This design comes from an exercise in tuning for small area on the open sky130 flow, not from production work.
Only simulation tests tie the RTL to the original design; equivalence was not proved.
Power is estimated from default activity; no workload was simulated.

==> flow/design.v (excerpt) <==
module emsg_rx (
    input  wire        clk,
    input  wire        rst,         
    input  wire        rx_valid,    
    input  wire [7:0]  rx_data,
    input  wire        rx_error,    
    input  wire        csr_req,
    input  wire        csr_we,
    input  wire [11:0] csr_addr,
    input  wire [31:0] csr_wdata,
    output reg  [31:0] csr_rdata,
    output wire        msg_avail
);
For scale: ~5800 cells after synthesis, about 2700 flip-flops, about 91 I/O pins, about 0.10 sq mm of cells after synthesis.
Settings: LEC_CHECK=0, CAP_MARGIN=20, CORE_MARGIN=2, CORE_UTILIZATION=50, CTS_BUF_LIST=sky130_fd_sc_hd__clkbuf_8, CTS_CLUSTER_DIAMETER=50, CTS_CLUSTER_SIZE=16, SLEW_MARGIN=20, SYNTH_HIERARCHICAL=1; clock period 10.0 ns.
standard.sh (not shown) runs the stock make flow with config.mk's settings and CLKGATE_MAP_FILE= SYNTH_SCRIPT=/design/flow/synth_recipe.tcl, a recipe that flattens the netlist after the stock synthesis.
==> flow/flow/run.sh <==
#!/bin/bash
# The standard layout with two changes in how it is made:
#  - clock-tree synthesis adds no dummy loads and uses mid-size clock buffers
#    in clusters of up to 16 sinks;
#  - each input and output port still gets its own buffer, but a buf_1
#    instead of the larger delay buffer buffer_ports picks by default.
set -euo pipefail
export CTS_ARGS="-sink_clustering_enable -repair_clock_nets -buf_list sky130_fd_sc_hd__clkbuf_8 -sink_clustering_size 16 -sink_clustering_max_diameter 50 -dont_use_dummy_load"
export BUFFER_PORTS_ARGS="-buffer_cell sky130_fd_sc_hd__buf_1"
bash standard.sh finish > standard_flow.log 2>&1
Next try:
--- a/flow/design.v
+++ b/flow/design.v
@@ -59,53 +59,51 @@
     wire       csr_rd   = csr_req & ~csr_we;
     wire       csr_wr   = csr_req &  csr_we;
     wire wr_preamble = csr_wr && (csr_word == 10'h000);
     wire wr_ctrl     = csr_wr && (csr_word == 10'h001);
     wire wr_timeout  = csr_wr && (csr_word == 10'h009);
     wire cmd_pop    = wr_ctrl & csr_wdata[0];
     wire cmd_clear  = wr_ctrl & csr_wdata[1];
     wire cmd_resync = wr_ctrl & csr_wdata[2];
     wire cmd_cntclr = wr_ctrl & csr_wdata[3];
     wire hd_en = csr_rd && !rst && q_avail && (csr_addr[11:8] == 4'h1) && (csr_addr[7:5] == 3'd0);
     wire [7:0]  head_oh;
     wire [7:0]  word_oh;
-    wire [255:0] hd_sel;      
+    wire [63:0] hd_sel;
     wire [2047:0] hd_bits;       
     genvar gs, gw, gb, gk;
     generate
         for (gs = 0; gs < 8; gs = gs + 1) begin : g_oh
             assign head_oh[gs] = (q_head == gs);
             assign word_oh[gs] = (csr_addr[4:2] == gs);
         end
         for (gs = 0; gs < 8; gs = gs + 1) begin : g_sel
             for (gw = 0; gw < 8; gw = gw + 1) begin : g_w
-                for (gk = 0; gk < 4; gk = gk + 1) begin : g_lane
-                    emsg_nor2 u_sel (.a(~head_oh[gs]), .b(~word_oh[gw]), .y(hd_sel[4*(8*gs+gw)+gk]));
-                end
+                assign hd_sel[8*gs+gw] = head_oh[gs] & word_oh[gw];
                 assign hd_bits[32*(8*gs+gw) +: 32] = q_data[gs][32*gw +: 32];
             end
         end
     endgenerate
     wire [31:0] hd_raw;
     generate
         for (gb = 0; gb < 32; gb = gb + 1) begin : g_bit
             wire [21:0] t_n;
             for (gk = 0; gk < 21; gk = gk + 1) begin : g_grp
                 emsg_aoi3 u_aoi (
-                    .s ({hd_sel[4*(3*gk+2)+gb/8], hd_sel[4*(3*gk+1)+gb/8], hd_sel[4*(3*gk)+gb/8]}),
+                    .s ({hd_sel[3*gk+2], hd_sel[3*gk+1], hd_sel[3*gk]}),
                     .d ({hd_bits[32*(3*gk+2)+gb], hd_bits[32*(3*gk+1)+gb], hd_bits[32*(3*gk)+gb]}),
                     .y_n(t_n[gk])
                 );
             end
-            assign t_n[21] = ~(hd_sel[4*63+gb/8] & hd_bits[32*63+gb]);
+            assign t_n[21] = ~(hd_sel[63] & hd_bits[32*63+gb]);
             assign hd_raw[gb] = ~&t_n;
         end
     endgenerate
     reg  [31:0] head_word;
     integer j;
     always @* begin
         for (j = 0; j < 4; j = j + 1)
             head_word[8*j +: 8] = (hd_en && {1'b0, csr_addr[4:2], j[1:0]} < head_size) ? hd_raw[8*j +: 8] : 8'd0;
     end
     wire [13:0] head_fields;
     generate
         for (gb = 0; gb < 14; gb = gb + 1) begin : g_hf
@@ -287,19 +285,12 @@
                 pcount      <= 5'd0;
             end
         end
     end
 endmodule
 module emsg_aoi3 (
     input  wire [2:0] s,
     input  wire [2:0] d,
     output wire       y_n
 );
     assign y_n = ~|(s & d);
 endmodule
-module emsg_nor2 (
-    input  wire a,
-    input  wire b,
-    output wire y
-);
-    assign y = ~(a | b);
-endmodule
The new run passed the timing, DRC and antenna checks.
Area after synthesis drops slightly.
Cell area hardly moves.
Final cell count falls by a few percent.
Power barely changes.
Count of clock-buffer cells in the layout falls by 9.
Non-clock buffer count went down by 4.

what the ideal ports hide:
The results above use ideal ports. As a check the final layouts listed here were re-extracted and re-timed, cells and wires unchanged.
Step 1 (the two cells are an assumption about what drives the block):
set clk [get_ports {clk}]
set_driving_cell -lib_cell sky130_fd_sc_hd__clkbuf_16 $clk
set_driving_cell -lib_cell sky130_fd_sc_hd__buf_2 [delete_from_list [all_inputs] $clk]
Step 2 adds t to the input delays and takes it off the output delays; t is the mean of the earliest and latest rising clock arrival at the registers after step 1. Input paths then give back, and output paths get back, about the clock's delay inside the block.
Slacks: no drivers / after step 1 / after step 2; pairs: no drivers / after step 1.
| run | shift t [ns] | setup slack, ns | cell pins on the clock port's net |
|---|---|---|---|
| the first run | 1.079 | 1.032 / 1.007 / 0.822 | 1 |
| the second run | 1.106 | 1.050 / 0.971 / 0.719 | 1 |
After both steps every run listed still meets setup and hold. The setup slack of the second run, which loses most, moves by -0.079 ns with the drivers and by -0.331 ns with both steps.
